What follows belongs to an exercise in optimizing a design on an open flow for small area, a short achievable clock period and few clock cycles; a production flow would make more cautious choices.
Function was checked by simulation only, so behaviour that the tests miss may differ from the original.
No activity file was given, so power comes from the tool's default toggle rates.

### flow/config.mk
export PLATFORM = sky130hd
export DESIGN_NAME = vrrp_codec
export DESIGN_NICKNAME = vrrp_codec
export VERILOG_FILES = /design/flow/design.v
export SDC_FILE = /design/flow/constraint.sdc
export NUM_CORES = 4
export LEC_CHECK = 0
export CAP_MARGIN = 20
export CORE_MARGIN = 2
export CORE_UTILIZATION = 40
export PLACE_DENSITY = 0.6
export SLEW_MARGIN = 20
### flow/constraint.sdc
create_clock -name core_clock -period 10.0 [get_ports {clk}]
set_input_delay 2.0000 -clock core_clock [delete_from_list [all_inputs] [get_ports {clk}]]
set_output_delay 2.0000 -clock core_clock [all_outputs]
set_load 0.01 [all_outputs]
### flow/design.v
module vrrp_codec (
    input  wire        clk,
    input  wire        rst,
    input  wire        host_valid,
    input  wire        host_we,
    input  wire [4:0]  host_addr,
    input  wire [31:0] host_wdata,
    output reg  [31:0] host_rdata,
    output wire        busy,
    output reg         pb_en,
    output reg         pb_we,
    output reg  [3:0]  pb_be,
    output reg  [9:0]  pb_addr,
    output reg  [31:0] pb_wdata,
    input  wire [31:0] pb_rdata,
    output reg         at_en,
    output reg         at_we,
    output reg  [9:0]  at_addr,
    output wire [31:0] at_wdata,
    input  wire [31:0] at_rdata
);
    localparam [4:0] A_CMD    = 5'd0,
                     A_STATUS = 5'd1,
                     A_RESULT = 5'd2,
                     A_IPVER  = 5'd3,
                     A_PLEN   = 5'd4,
                     A_VER    = 5'd8,
                     A_TYPE   = 5'd9,
                     A_VRID   = 5'd10,
                     A_PRIO   = 5'd11,
                     A_COUNT  = 5'd12,
                     A_ADVINT = 5'd13,
                     A_CKSUM  = 5'd14;
    localparam [2:0] E_NONE     = 3'd0,
                     E_TOOSHORT = 3'd1,
                     E_IPVER    = 3'd2,
                     E_LENGTH   = 3'd3,
                     E_VERSION  = 3'd4,
                     E_TYPE     = 3'd5,
                     E_ILLEGAL  = 3'd6,
                     E_OVERRUN  = 3'd7;
    localparam [3:0] S_IDLE = 4'd0,
                     S_CK   = 4'd1,    
                     S_ENC  = 4'd2,    
                     S_FOLD = 4'd3,    
                     S_W1   = 4'd4,    
                     S_D0   = 4'd5,    
                     S_D1   = 4'd6,    
                     S_D2   = 4'd7,    
                     S_DCH  = 4'd8,    
                     S_AR   = 4'd9,    
                     S_AW   = 4'd10,   
                     S_AG   = 4'd11,   
                     S_CKF  = 4'd12;   
    reg [3:0]  r_ver;
    reg [3:0]  r_type;
    reg [7:0]  r_vrid;
    reg [7:0]  r_prio;
    reg [7:0]  r_count;
    reg [11:0] r_advint;
    reg [15:0] r_cksum;
    reg [7:0]  r_ipver;
    reg [15:0] r_plen;
    reg [31:0] r_cmd;
    reg [2:0]  r_err;
    reg        r_ckok;
    reg [15:0] r_result;
    reg [31:0] r_ph [0:8];
    reg [3:0]  state;
    reg [10:0] idx;       
    reg        rd_on;     
    reg        dv;        
    reg        dlast;     
    reg [18:0] acc;       
    assign busy = (state != S_IDLE);
    wire [7:0] op = r_cmd[31:24];
    wire [15:0] imm = r_cmd[15:0];
    wire [7:0]  w_op  = host_wdata[31:24];
    wire [7:0]  w_z   = host_wdata[23:16];
    wire [15:0] w_imm = host_wdata[15:0];
    wire w_is_set = (w_op[7:3] == 5'b00100) && (w_op[2:0] != 3'd7);
    wire w_is_get = (w_op[7:3] == 5'b00010) && (w_op[2:0] != 3'd7);
    wire w_is_cmd = (w_op <= 8'h05) || w_is_get || (w_op == 8'h7F);
    wire w_legal  = (w_z == 8'h00) && (w_is_set || (w_is_cmd && (w_imm == 16'h0000)));
    wire ipver_ok   = (r_ipver == 8'd4) || (r_ipver == 8'd6);
    wire plen_over  = r_plen[15:12] != 4'd0 && r_plen != 16'h1000;
    wire plen_short = (r_plen[15:3] == 13'd0);
    wire [9:0]  reg_nch  = r_ipver[1] ? {r_count, 2'b00} : {2'b00, r_count};
    wire [11:0] reg_slen = {reg_nch, 2'b00} + 12'd8;
    wire [11:0] plen_m1  = r_plen[11:0] - 12'd1;
    wire [9:0]  last_idx = (state == S_CK) ? plen_m1[11:2] : (reg_nch - 10'd1);
    wire        at_last  = (idx[9:0] == last_idx);
    wire [1:0]  tail = r_plen[1:0];
    wire        part = dlast && (tail != 2'd0);
    wire [31:0] ck_word;
    assign ck_word[31:24] = (part && tail == 2'd1) ? 8'h00 : pb_rdata[31:24];
    assign ck_word[23:16] = (part && tail == 2'd1) ? pb_rdata[31:24] : pb_rdata[23:16];
    assign ck_word[15:8]  = part ? 8'h00 : pb_rdata[15:8];
    assign ck_word[7:0]   = part ? ((tail == 2'd3) ? pb_rdata[15:8] : 8'h00) : pb_rdata[7:0];
    wire [31:0] d_word  = (state == S_CK) ? (dv ? ck_word : 32'h0)
                                          : (pb_we ? pb_wdata : 32'h0);
    wire [31:0] ph_word = (idx[10:4] == 7'd0 && idx[3:0] <= 4'd8) ? r_ph[idx[3:0]] : 32'h0;
    wire [18:0] acc_next = {3'b000, acc[15:0]} + {16'h0000, acc[18:16]}
                         + {3'b000, d_word[31:16]} + {3'b000, d_word[15:0]}
                         + {3'b000, ph_word[31:16]} + {3'b000, ph_word[15:0]};
    wire [16:0] fold1 = {1'b0, acc[15:0]} + {14'b0, acc[18:16]};
    wire [15:0] fold2 = fold1[15:0] + {15'b0, fold1[16]};
    always @(*) begin
        case (host_addr)
            A_CMD:    host_rdata = r_cmd;
            A_STATUS: host_rdata = {27'b0, r_ckok, 1'b0, r_err};
            A_RESULT: host_rdata = {16'b0, r_result};
            A_IPVER:  host_rdata = {24'b0, r_ipver};
            A_PLEN:   host_rdata = {16'b0, r_plen};
            A_VER:    host_rdata = {28'b0, r_ver};
            A_TYPE:   host_rdata = {28'b0, r_type};
            A_VRID:   host_rdata = {24'b0, r_vrid};
            A_PRIO:   host_rdata = {24'b0, r_prio};
            A_COUNT:  host_rdata = {24'b0, r_count};
            A_ADVINT: host_rdata = {20'b0, r_advint};
            A_CKSUM:  host_rdata = {16'b0, r_cksum};
            5'd16:    host_rdata = r_ph[0];
            5'd17:    host_rdata = r_ph[1];
            5'd18:    host_rdata = r_ph[2];
            5'd19:    host_rdata = r_ph[3];
            5'd20:    host_rdata = r_ph[4];
            5'd21:    host_rdata = r_ph[5];
            5'd22:    host_rdata = r_ph[6];
            5'd23:    host_rdata = r_ph[7];
            5'd24:    host_rdata = r_ph[8];
            default:  host_rdata = 32'h0000_0000;
        endcase
    end
    assign at_wdata = pb_rdata;
    wire [2:0] fld = op[2:0];
    wire       fld_w1 = fld[2] & (fld[1] | fld[0]);    
    always @(*) begin
        pb_en    = 1'b0;
        pb_we    = 1'b0;
        pb_be    = 4'b1111;
        pb_addr  = idx[9:0];
        pb_wdata = {r_ver, r_type, r_vrid, r_prio, r_count};
        at_en    = 1'b0;
        at_we    = 1'b0;
        at_addr  = idx[9:0];
        case (state)
            S_CK: begin
                pb_en = rd_on;
            end
            S_ENC: begin
                at_en = rd_on;
                pb_en = 1'b1;
                pb_we = dv | (idx == 11'd0);
                if (dv) begin
                    pb_addr  = idx[9:0] + 10'd1;
                    pb_wdata = at_rdata;
                end
            end
            S_W1: begin
                pb_en    = 1'b1;
                pb_we    = 1'b1;
                pb_addr  = 10'd1;
                pb_wdata = {4'b0000, r_advint, r_cksum};
            end
            S_D0, S_D1, S_D2, S_DCH: begin
                pb_en   = 1'b1;
                pb_addr = idx[9:0] + 10'd3;
                at_en   = (state == S_DCH);
                at_we   = 1'b1;
            end
            S_AR: begin
                pb_en   = 1'b1;
                pb_addr = {9'b0, fld_w1};
            end
            S_AW: begin
                pb_en   = 1'b1;
                pb_we   = 1'b1;
                pb_addr = {9'b0, fld_w1};
                case (fld)
                    3'd0: begin pb_be = 4'b1000; pb_wdata = {imm[3:0], pb_rdata[27:24], 24'h0}; end
                    3'd1: begin pb_be = 4'b1000; pb_wdata = {pb_rdata[31:28], imm[3:0], 24'h0}; end
                    3'd2: begin pb_be = 4'b0100; pb_wdata = {8'h0, imm[7:0], 16'h0}; end
                    3'd3: begin pb_be = 4'b0010; pb_wdata = {16'h0, imm[7:0], 8'h0}; end
                    3'd4: begin pb_be = 4'b0001; pb_wdata = {24'h0, imm[7:0]}; end
                    3'd5: begin pb_be = 4'b1100; pb_wdata = {4'b0000, imm[11:0], 16'h0}; end
                    default: begin pb_be = 4'b0011; pb_wdata = {16'h0, imm[15:0]}; end
                endcase
            end
            default: ;
        endcase
    end
    reg [15:0] get_val;
    always @(*) begin
        case (fld)
            3'd0:    get_val = {12'b0, pb_rdata[31:28]};
            3'd1:    get_val = {12'b0, pb_rdata[27:24]};
            3'd2:    get_val = {8'b0, pb_rdata[23:16]};
            3'd3:    get_val = {8'b0, pb_rdata[15:8]};
            3'd4:    get_val = {8'b0, pb_rdata[7:0]};
            3'd5:    get_val = {4'b0, pb_rdata[27:16]};
            default: get_val = pb_rdata[15:0];
        endcase
    end
    wire [7:0]  rx_cnt  = pb_rdata[7:0];
    wire [9:0]  rx_nch  = r_ipver[1] ? {rx_cnt, 2'b00} : {2'b00, rx_cnt};
    wire [11:0] rx_slen = {rx_nch, 2'b00} + 12'd8;
    integer i;
    always @(posedge clk) begin
        if (rst) begin
            r_ver    <= 4'd3;
            r_type   <= 4'd1;
            r_vrid   <= 8'd0;
            r_prio   <= 8'd0;
            r_count  <= 8'd0;
            r_advint <= 12'd0;
            r_cksum  <= 16'd0;
            r_ipver  <= 8'd0;
            r_plen   <= 16'd0;
            r_cmd    <= 32'd0;
            r_err    <= 3'd0;
            r_ckok   <= 1'b0;
            r_result <= 16'd0;
            for (i = 0; i < 9; i = i + 1)
                r_ph[i] <= (i == 8) ? 32'h0070_0000 : 32'h0000_0000;
            state    <= S_IDLE;
        end else begin
            idx   <= idx + 11'd1;
            rd_on <= rd_on && !at_last;
            dv    <= rd_on;
            dlast <= rd_on && at_last;
            acc   <= acc_next;
            case (state)
            S_IDLE: begin
                if (host_valid && host_we) begin
                    case (host_addr)
                        A_IPVER:  r_ipver  <= host_wdata[7:0];
                        A_PLEN:   r_plen   <= host_wdata[15:0];
                        A_VER:    r_ver    <= host_wdata[3:0];
                        A_TYPE:   r_type   <= host_wdata[3:0];
                        A_VRID:   r_vrid   <= host_wdata[7:0];
                        A_PRIO:   r_prio   <= host_wdata[7:0];
                        A_COUNT:  r_count  <= host_wdata[7:0];
                        A_ADVINT: r_advint <= host_wdata[11:0];
                        A_CKSUM:  r_cksum  <= host_wdata[15:0];
                        5'd16:    r_ph[0]  <= host_wdata;
                        5'd17:    r_ph[1]  <= host_wdata;
                        5'd18:    r_ph[2]  <= host_wdata;
                        5'd19:    r_ph[3]  <= host_wdata;
                        5'd20:    r_ph[4]  <= host_wdata;
                        5'd21:    r_ph[5]  <= host_wdata;
                        5'd22:    r_ph[6]  <= host_wdata;
                        5'd23:    r_ph[7]  <= host_wdata;
                        5'd24:    r_ph[8]  <= host_wdata;
                        A_CMD: begin
                            r_cmd    <= host_wdata;
                            r_ckok   <= 1'b0;
                            r_err    <= E_NONE;
                            r_result <= 16'd0;
                            idx      <= 11'd0;
                            acc      <= 19'd0;
                            dv       <= 1'b0;
                            dlast    <= 1'b0;
                            rd_on    <= 1'b1;
                            if (!w_legal) begin
                                r_err <= E_ILLEGAL;
                            end else if (w_op == 8'h00) begin
                            end else if (w_op == 8'h7F) begin
                                r_ver    <= 4'd3;
                                r_type   <= 4'd1;
                                r_vrid   <= 8'd0;
                                r_prio   <= 8'd0;
                                r_count  <= 8'd0;
                                r_advint <= 12'd0;
                                r_cksum  <= 16'd0;
                                r_ipver  <= 8'd0;
                                r_plen   <= 16'd0;
                                for (i = 0; i < 9; i = i + 1)
                                    r_ph[i] <= (i == 8) ? 32'h0070_0000 : 32'h0000_0000;
                            end else if (w_op == 8'h01 || w_op == 8'h05) begin
                                if (!ipver_ok) begin
                                    r_err <= E_IPVER;
                                end else begin
                                    rd_on    <= (r_count != 8'd0);
                                    r_plen   <= {4'b0000, reg_slen};
                                    r_result <= {4'b0000, reg_slen};
                                    state    <= S_ENC;
                                    if (w_op[2]) begin
                                        r_ver   <= 4'd3;
                                        r_type  <= 4'd1;
                                        r_ph[8] <= {16'h0070, 4'b0000, reg_slen};
                                        acc     <= {7'b0, r_advint};
                                    end
                                end
                            end else if (w_op == 8'h03 || w_op == 8'h04) begin
                                if (plen_over) begin
                                    r_err <= E_OVERRUN;
                                end else begin
                                    rd_on <= (r_plen != 16'd0);
                                    state <= S_CK;
                                end
                            end else if (w_op == 8'h02) begin
                                if (plen_over) begin
                                    r_err <= E_OVERRUN;
                                end else if (plen_short) begin
                                    r_err <= E_TOOSHORT;
                                end else if (!ipver_ok) begin
                                    r_err <= E_IPVER;
                                end else begin
                                    idx   <= 11'd1021;
                                    state <= S_D0;
                                end
                            end else begin
                                if (plen_over) begin
                                    r_err <= E_OVERRUN;
                                end else if (plen_short) begin
                                    r_err <= E_TOOSHORT;
                                end else begin
                                    state <= (w_op[5] && w_op[2:1] != 2'b00) ? S_AW : S_AR;
                                end
                            end
                        end
                        default: ;
                    endcase
                end
            end
            S_CK: begin
                if (!rd_on && idx[10:3] != 8'd0)
                    state <= S_CKF;
            end
            S_CKF: begin
                r_ckok   <= !op[0] && (fold2 == 16'hFFFF);
                r_result <= op[0] ? ~fold2 : fold2;
                state    <= S_IDLE;
            end
            S_ENC: begin
                if (!rd_on && (!op[2] || idx[10:3] != 8'd0))
                    state <= op[2] ? S_FOLD : S_W1;
            end
            S_FOLD: begin
                r_cksum  <= ~fold2;
                r_result <= ~fold2;
                state    <= S_W1;
            end
            S_W1: begin
                state <= S_IDLE;
            end
            S_D0: state <= S_D1;
            S_D1: begin
                if ({4'b0000, rx_slen} > r_plen) begin
                    r_err <= E_LENGTH;
                    state <= S_IDLE;
                end else if (pb_rdata[31:28] != 4'd3) begin
                    r_err <= E_VERSION;
                    state <= S_IDLE;
                end else if (pb_rdata[27:24] != 4'd1) begin
                    r_err <= E_TYPE;
                    state <= S_IDLE;
                end else begin
                    r_ver    <= pb_rdata[31:28];
                    r_type   <= pb_rdata[27:24];
                    r_vrid   <= pb_rdata[23:16];
                    r_prio   <= pb_rdata[15:8];
                    r_count  <= pb_rdata[7:0];
                    r_result <= {4'b0000, rx_slen};
                    state    <= S_D2;
                end
            end
            S_D2: begin
                r_advint <= pb_rdata[27:16];
                r_cksum  <= pb_rdata[15:0];
                state    <= (r_count == 8'd0) ? S_IDLE : S_DCH;
            end
            S_DCH: begin
                if (idx[9:0] == reg_nch - 10'd1)
                    state <= S_IDLE;
            end
            S_AR: state <= op[5] ? S_AW : S_AG;
            S_AW: state <= S_IDLE;
            S_AG: begin
                r_result <= get_val;
                state    <= S_IDLE;
            end
            default: state <= S_IDLE;
            endcase
        end
    end
endmodule
### flow/run.sh
#!/bin/bash
# synth_recipe.tcl (not shown) runs the flow's synth.tcl, then flattens the netlist and writes it again
# the make line also repeats each setting of config.mk as NAME=value (left out here)
make -C /OpenROAD-flow-scripts/flow DESIGN_CONFIG=/design/flow/config.mk WORK_HOME=/design/flow/orfs CLKGATE_MAP_FILE= SYNTH_SCRIPT=/design/flow/synth_recipe.tcl finish
==> results.txt <==
-- path summary, 6_finish.rpt --
| kind | end | slack [ns] | depth (start not counted) |
|---|---|---|---|
| max | acc[16]$_DFFE_PN_ | 2.19 | 22 |
| min | r_cmd[18]$_SDFFE_PP0P_ | 0.46 | 2 |
| max reg2reg | acc[16]$_DFFE_PN_ | 2.19 | 22 |
| min reg2reg | r_cmd[18]$_SDFFE_PP0P_ | 0.46 | 2 |
-- critical path: cells and delay by family, from the launching register on --
family	cells	cell delay [ns]
adder cells (fa/ha/maj)	5	2.26
XOR/XNOR	1	0.18
AO/OA/AOI/OAI	8	3.18
AND/OR/NAND/NOR	4	0.68
buffers and inverters	4	0.72
flip-flops	1	0.52
-- per-stage QoR --
step / hold slack (ns) / util / instances / power, W
after floorplan: 0.436 / - / 3909 / 0.00229
after global placement: 0.444 / 0.443 / 4815 / 0.00257
after detailed placement: 0.448 / 0.443 / 4815 / 0.00257
after CTS: 0.457 / 0.468 / 4915 / 0.00458
after global routing: 0.475 / 0.468 / 4916 / 0.00472
final: 0.458 / 0.468 / 4925 / 0.00462
-- cells in the final DEF (no fill, tap or decap), types with 16 or more instances in the layout --
master           Yosys  layout
a211oi_1            58      57
a21o_1              20      20
a21oi_1            442     440
a221o_1             24      24
a221oi_1           111     111
a222oi_1            21      21
a22o_1             113     113
a22oi_1            179     179
a31oi_1             38      38
a41oi_1             18      16
and2_1              22      18
and3_1              30      29
buf_4               45      96
clkbuf_16            0      54
clkdlybuf4s50_1      0     228
dfxtp_1            428     427
edfxtp_1            33      33
fa_1                52      52
ha_1                52      52
inv_1              126     125
mux2i_1             47      47
nand2_1            328     327
nand2b_1            23      23
nand3_1             58      58
nand4_1             50      50
nor2_1             742     729
nor2b_1             21      21
nor3_1              51      47
nor4_1              23      23
o21ai_0            141     138
xnor2_1             53      53
xor2_1              25      25
-- sequential cells by signal, summed over array words and instances (netlist names) --
name and cells:
idx 11, r_ver 4, r_prio 8, r_ipver 8
r_type 4, acc 19, r_advint 12, dlast 1
dv 1, r_vrid 8, r_result 16, r_cksum 16
state 4, r_count 8, r_plen 16, r_cmd 32
r_ph 288, rd_on 1, r_ckok 1, r_err 3
-- final cells by class --
class | count | share of cell area
Inverter | 128 | 0.0141
Timing Repair Buffer | 327 | 0.0895
Multi-Input combinational cell | 2941 | 0.528
Clock buffer | 76 | 0.0452
Antenna cell | 9 | 0.000659
Sequential cell | 461 | 0.280
Clock inverter | 24 | 0.00725
Tap cell | 959 | 0.0351
-- routing by layer --
layer / wire [um] / vias to the layer above
met5: 210 / -
met3: 23000 / 618
met2: 62500 / 2726
met1: 58800 / 15700
met4: 11700 / 16
li1: - / 14100
-- cells by family (layout without fill, tap and decap cells) --
family | Yosys count | in the layout | share of synthesized area
and+or+nand+nor | 1404 | 1404 | 0.206
AOI/OAI and AO/OA | 1301 | 1301 | 0.300
buffers and inverters | 507 | 555 | 0.0715
DFF | 461 | 461 | 0.324
adders and majority gates | 104 | 104 | 0.0573
xor gates and xnor gates | 79 | 79 | 0.0237
muxes | 53 | 53 | 0.0182
other | 0 | 9 | 0
-- power breakdown --
group          total, W  internal, W  switching [W]
registers       0.00194      0.00189      0.0000549
logic          0.000620     0.000197       0.000423
clock network   0.00206      0.00116       0.000899
==> summary.md <==
| Metric | Value |
|---|---|
| Static Leak | about 12 nW |
| Total GRT Usage | 0.399 |
| P&R area growth vs syn | 15.8% |
| Worst-skew pair later-pin latency | between 0.6 and 0.7 ns |
| Ys flop type | dfxtp_1 |
| Max-cap violation count | 0 |
| Clk_skew | about 0.028 ns |
| # resized after CTS | 0 |
| Count of state elements after synthesis | between 400 and 500 |
| Cells after Synth | just under 4000 |
| Setup_tns | 0 ns |
| Area share of the largest cell type after synthesis | 0.290 |
| Total number of vias | about 33000 |
| Port buffer count | ~230 |
| R2R Path Start | idx[0]$_DFFE_PN_ |
| Synthesized cell area | roughly 29000 um^2 |
| CTS tree | yes |
| Die Y | about 280 um |
| Register Area | 9560 um^2 |
| Register area share after synthesis | 0.324 |
| Final Hold Viols | 0 |
| Fin area | between 30000 and 40000 um^2 |
| Footprint of the multi-input gates | 18100 um^2 |
| Met1 global-route usage | 0.521 |
| Gr ovfl total | 0 |
| GR Util met2 | 0.565 |
| Rel. slew slack | 0.185 |
| Largest net degree at the start of global routing | 160 |
| RD Place Congestion | approximately 1.1 |
| Core ar. | 73000 um^2 |
| Overall die area | approximately 76000 um^2 |
| Status | no timing/DRC/antenna violations |
| GRT busiest layer | met2 |
| Final worst path period need | 7.81 ns |
| CP Cell Sequence | inv_1, ha_1, a2111oi_0, nor2_1, nor2_4, buf_4, nand2_1, a31oi_1, ha_1, fa_1, inv_1, fa_1, inv_1, fa_1, a21o_1, a21oi_1, o21ai_0, a2111oi_0, o31ai_1, o41ai_1, xor2_1, nor2_1 |
| Endpoints failing setup | 0 |
| Num CTS Buffers | between 50 and 60 |
| Final worst-path setup slack | 2.19 ns |
| Clk slew on worst S/H paths | approximately 0.060 ns |
| Slew Limit Fails | 0 |
| CP max stage cell | a2111oi_0 |
| Most common cell in the netlist | nor2_1 |
| Starting Density | 0.404 |
| Crit path kind | reg2reg |
| Synth Area per Inst | 7.55 um^2 |
| Number of H-tree levels | 2 |
| Cell area after placement | approximately 32000 um^2 |
| Site Rows | 99 |
| Post-synth top cells | 742 x nor2_1, 442 x a21oi_1, 428 x dfxtp_1, 328 x nand2_1, 282 x clkbuf_1 |
| Cells taking the most area after synthesis | dfxtp_1 29%, nor2_1 9.4%, a21oi_1 7.5% |
| Post-synth cell types | 92 |
| Met3 Usage GRT | 0.135 |
| Chip Width | ~280 um |
| Ys Warns | 2 |
| EDFF count, synth | 33 |
| Worst hold path type | reg2reg |
| Root buf cell | clkbuf_16 |
| Origin of the worst min-delay path | r_cmd[18]$_SDFFE_PP0P_ |
| RSZ-0062 raised after global routing | no |
| Residual DRC | 0 |
| Final WL | 156 mm |
| Critical Path End Type | flip-flop |
| Power Dens Cells | about 140 nW/um^2 |
| Yosys top cell by area | dfxtp_1 |
| First-pass GRT wire length | 219 mm |
| Clock Path Buffers | 3 |
| Critical path origin | idx[0]$_DFFE_PN_ |
| F_max | approximately 130 MHz |
| Initial DRC Count | around 5900 |
| Top Ports | 230 |
| Vias per std cell | about 6.7 |
| Post-DP HPWL | 111 mm |
| Hold_buf cts | 0 |
| Share of layout cells above drive strength 1 | 0.0665 |
| Async set or reset register ratio after synthesis | 0 |
| Max VDD drop | 0.0997 mV |
| CP Launch Type | flip-flop |
| Delay of the slowest critical-path stage | slightly above 0.9 ns |
| Slew @ Worst Pin | around 1.2 ns |
| Post-place setup slack | a little under 2 ns |
| CP Max Fanout | 15 |
| Sink Count | roughly 460 |
| Drt pass-1 iters | 9 |
| Final period utilization | 0.781 |
| Vias in the first global route | between 20000 and 30000 |
| Postcts setup bufs | 0 |
| Nets@finish | slightly above 4000 |
| Fill cells | a little over 7000 |
| Initial antenna violation count | 11 |
| Worst EP arrival | between 8 and 9 ns |
| WL per Instance | 31.7 um |
| Syn_nets | approximately 4100 |
| Antenna-violating nets left | 0 |
| Required time worst endpoint | 10.37 ns |
Testbench counts, summed over its fixed seeds: cycles 22,758.

==> port drivers added, routing unchanged <==
In the flow no input, the clock included, has a driving cell. The finished layout below was timed again as built, in two steps.
Step 1, drivers: a clkbuf_16 drives clk and a buf_2 each remaining input, both assumed.
Step 2 adds t to the input delays and takes it off the output delays; t is the mean of the earliest and latest rising clock arrival at the registers after step 1. Input paths then give back, and output paths get back, about the clock's delay inside the block.
a / b / c = ideal / step 1 / step 2; a / b = the first two.
t, ns: 0.698
slack for setup (ns): 2.194 / 2.194 / 1.778
latest minus earliest clock arrival (ns): 0.028 / 0.028
slew at the worst register clock pin (ns): 0.07 / 0.07
cell pins on the clock port's net: 1
After both steps this run still meets setup and hold. The setup slack of this run moves by 0.000 ns with the drivers and by -0.416 ns with both steps.
